Background: an optimization exercise with open tools, aiming at small area, a short achievable clock period and few clock cycles per item. Do not read the settings as production practice. RTL that was checked went through simulation tests only; none was proved equivalent to the original. No activity file was given, so power comes from the tool's default toggle rates.

==> inputs of 03-07 <==
## frame_decoder
module frame_decoder (
    input  wire        clk,
    input  wire        rst,           
    input  wire        cmd_valid,
    output reg         cmd_ready,
    input  wire [2:0]  cmd_op,
    input  wire [63:0] cmd_arg,
    output reg         rsp_valid,
    output wire [7:0]  rsp_status,
    output wire [7:0]  rsp_cause,
    output wire [63:0] rsp_result,
    input  wire        in_valid,
    output reg         in_ready,
    input  wire [7:0]  in_data,
    output wire        out_valid,
    input  wire        out_ready,
    output wire [7:0]  out_data
);
    localparam [2:0] OP_INIT     = 3'd0;
    localparam [2:0] OP_GET_LCS  = 3'd1;
    localparam [2:0] OP_GET_OFF  = 3'd2;
    localparam [2:0] OP_RESET    = 3'd3;
    localparam [2:0] OP_FINALIZE = 3'd4;
    localparam [5:0] C_BAD_VERSION     = 6'h11;
    localparam [5:0] C_LENGTH_MISMATCH = 6'h12;
    localparam [5:0] C_BAD_FLAGS       = 6'h13;
    localparam [5:0] C_ZERO_SEGMENTS   = 6'h14;
    localparam [5:0] C_SEQUENCE        = 6'h15;
    localparam [5:0] C_CONTENT_OVERRUN = 6'h16;
    localparam [5:0] C_PAST_END        = 6'h17;
    localparam [5:0] C_FINAL_OFFSET    = 6'h18;
    localparam [5:0] C_SEGMENT_CRC     = 6'h20;
    localparam [5:0] C_MESSAGE_CRC     = 6'h21;
    reg        valid;             
    reg        fault;
    reg [5:0]  fcause;            
    reg r_hdr, r_shdr, r_cont, r_sftr, r_mftr, r_fread, r_done;
    reg [63:0] xlen;              
    reg        crc_on;            
    reg [15:0] seg_count;         
    reg [63:0] offset;
    reg [15:0] seg_num;
    reg [63:0] seg_rem;           
    reg [63:0] seg_crc;           
    reg [63:0] msg_crc;           
    reg        p_hdr, p_shdr, p_cont, p_sftr, p_mftr;    
    reg [63:0] boundary;
    reg        has_b;             
  ...
==> flow/config.mk <==
export PLATFORM = sky130hd
export DESIGN_NAME = frame_decoder
export DESIGN_NICKNAME = frame_decoder
export VERILOG_FILES = /design/flow/design.v
export SDC_FILE = /design/flow/constraint.sdc
export NUM_CORES = 4
export LEC_CHECK = 0
export ABC_AREA = 1
export CAP_MARGIN = 40
export CORE_MARGIN = 2
export CORE_UTILIZATION = 65
export CTS_BUF_LIST = sky130_fd_sc_hd__clkbuf_8
export PLACE_DENSITY = 0.72
export SLEW_MARGIN = 40
==> flow/constraint.sdc <==
create_clock -name core_clock -period 12.0 [get_ports {clk}]
set_input_delay 2.4000 -clock core_clock [delete_from_list [all_inputs] [get_ports {clk}]]
set_output_delay 2.4000 -clock core_clock [all_outputs]
set_load 0.01 [all_outputs]
standard.sh (not shown) runs the stock make flow with config.mk's settings and CLKGATE_MAP_FILE= SYNTH_SCRIPT=/design/flow/synth_recipe.tcl, a recipe that flattens the netlist after the stock synthesis.
==> flow/flow/run.sh <==
#!/bin/bash
# The standard layout (the standard.sh, unchanged synthesis), with two
# settings changed: timing repair aims at a setup slack of 8.0 ns instead of 0,
# so the layout reaches a shorter period, and the buffer put on every port is
# a buf_2 instead of the delay cell the resizer picks by default. Each ORFS
# step writes its own log under orfs/logs; make's output goes to the logs
# named below.
set -euo pipefail
bash standard.sh synth > synth_make.log 2>&1
bash standard.sh SETUP_SLACK_MARGIN=8.0 "BUFFER_PORTS_ARGS=-buffer_cell sky130_fd_sc_hd__buf_2" finish > layout_make.log 2>&1
==> 06-16: changes against 03-07 <==
--- a/flow/design.v
+++ b/flow/design.v
@@ -56,14 +56,15 @@
     reg        crc_on;            
     reg [15:0] seg_count;         
     reg [63:0] offset;
     reg [15:0] seg_num;
     reg [63:0] seg_rem;           
     reg [63:0] seg_crc;           
     reg [63:0] msg_crc;           
+    reg [7:0]  dr;                
     reg        p_hdr, p_shdr, p_cont, p_sftr, p_mftr;    
     reg [63:0] boundary;
     reg        has_b;             
     reg [15:0] b_seg_num;
     reg [63:0] b_msg_crc;
     reg [3:0]  pend_k;            
     reg        save;              
@@ -123,16 +124,16 @@
     wire e_lt8  = ez & (e0 < 8'd8);
     wire e_lt10 = ez & (e0 < 8'd10);
     wire e_lt16 = ez & (e0 < 8'd16);
     wire e_lt18 = ez & (e0 < 8'd18);
     wire e_eq0  = ez & (e0 == 8'd0);
     wire e_eq16 = ez & (e0 == 8'd16);
     wire [63:0] seg_crc_nx, msg_crc_nx;
-    crc64_nvme_byte u_seg_crc (.crc_in(seg_crc), .data(ob1), .hold(p_sftr), .crc_out(seg_crc_nx));
-    crc64_nvme_byte u_msg_crc (.crc_in(msg_crc), .data(ob1), .hold(p_mftr), .crc_out(msg_crc_nx));
+    crc64_nvme_byte u_seg_crc (.crc_in(seg_crc), .data(dr), .hold(p_sftr), .crc_out(seg_crc_nx));
+    crc64_nvme_byte u_msg_crc (.crc_in(msg_crc), .data(dr), .hold(p_mftr), .crc_out(msg_crc_nx));
     wire [7:0]  seg_now = p_shdr ? 8'hff : (p_cont | p_sftr) ? seg_crc_nx[7:0] : seg_crc[7:0];
     wire [7:0]  msg_now = p_hdr  ? 8'hff : (p_cont | p_mftr) ? msg_crc_nx[7:0] : msg_crc[7:0];
     reg        berr;
     reg [5:0]  bcode;
     always @(*) begin
         berr  = 1'b0;
         bcode = C_BAD_VERSION;
@@ -376,14 +377,15 @@
         if (go_init | go_reset)
             bsel <= 8'd1;
         else if (take)
             bsel <= (r_shdr & (hcnt == 4'd0)) ? 8'd1 : {bsel[6:0], bsel[7]};
         if (take & r_shdr & (hcnt == 4'd2)) e0 <= e_byte;
         if (take & r_shdr & (hcnt >= 4'd2))
             ez <= (ez | (hcnt == 4'd2)) & ((hcnt == 4'd2) | e_byte0);
+        if (take) dr <= in_data;
         {p_hdr, p_shdr, p_cont, p_sftr, p_mftr} <=
             {5{take}} & {r_hdr, r_shdr, r_cont, r_sftr, r_mftr};
         if (p_shdr | p_cont | p_sftr)
             seg_crc <= p_shdr ? {64{1'b1}} : seg_crc_nx;
         if (go_reset | p_hdr | p_cont | p_mftr)
             msg_crc <= go_reset ? b_msg_crc : p_hdr ? {64{1'b1}} : msg_crc_nx;
     end
- ABC_AREA: 1 -> unset
- CORE_UTILIZATION: 65 -> 55
- PLACE_DENSITY: 0.72 -> 0.65
==> comparison table <==
	06-16	03-07
Run status	finished clean	finished clean
Number of stages on the worst setup path	1	28
# clock sinks	607	599
Most frequent cell after synthesis	sky130_fd_sc_hd__edfxtp_1	sky130_fd_sc_hd__nand2_1
Final worst slack	8.05 ns	8.02 ns
Met1 capacity usage during global routing	38.4%	48.9%
Via-to-Cell Ratio	5.82	5.99
Well-tap cell count	756	672
Post-Route Hold Slack	0.468 ns	0.474 ns
Setup slack of the most critical reg-to-reg path	8.12 ns	8.02 ns
Gates resized, CTS repair	22	14
Fraction of area in registers	48.3%	45.8%
Proportion of power drawn by flip-flops and latches	48.3%	51.6%
Global placer's final weighted congestion	0.884	0.978
Inverters	79	540
Capture endpoint of the worst hold path	b_msg_crc[61]	b_msg_crc[35]
Initial antenna violation count	3	1
Compound-gate portion of the synthesized area	10.4%	10.0%
Post-DP HPWL	55.6 mm	66.8 mm
Flip-flop and latch power	2.53 mW	2.39 mW
Testbench counts of 06-16, summed over its fixed seeds: cycles 55,012, items 54,500.
Function not checked in 03-07: the RTL went through the layout flow alone.

## port drivers added, routing unchanged
The flow's constraints put no driver on any port. The routed layouts listed below were extracted and timed again, unchanged, in two steps.
Step 1 assumes that a clkbuf_16 drives the clock port and a buf_2 every other input.
Step 2 adds t to the input delays and takes it off the output delays; t is the mean of the earliest and latest rising clock arrival at the registers after step 1. Input paths then give back, and output paths get back, about the clock's delay inside the block.
Slacks: ideal ports / drivers / drivers and shift; pairs: ideal ports / drivers.
| run | t (ns) | slack for setup (ns) | hold slack, ns |
|---|---|---|---|
| 03-07 | 0.754 | 8.019 / 8.019 / 7.356 | 0.474 / 0.474 / 0.474 |
| 06-16 | 0.765 | 8.050 / 7.987 / 7.326 | 0.468 / 0.468 / 0.468 |
After both steps every run listed still meets setup and hold. The setup slack of 06-16, which loses most, moves by -0.063 ns with the drivers and by -0.724 ns with both steps.
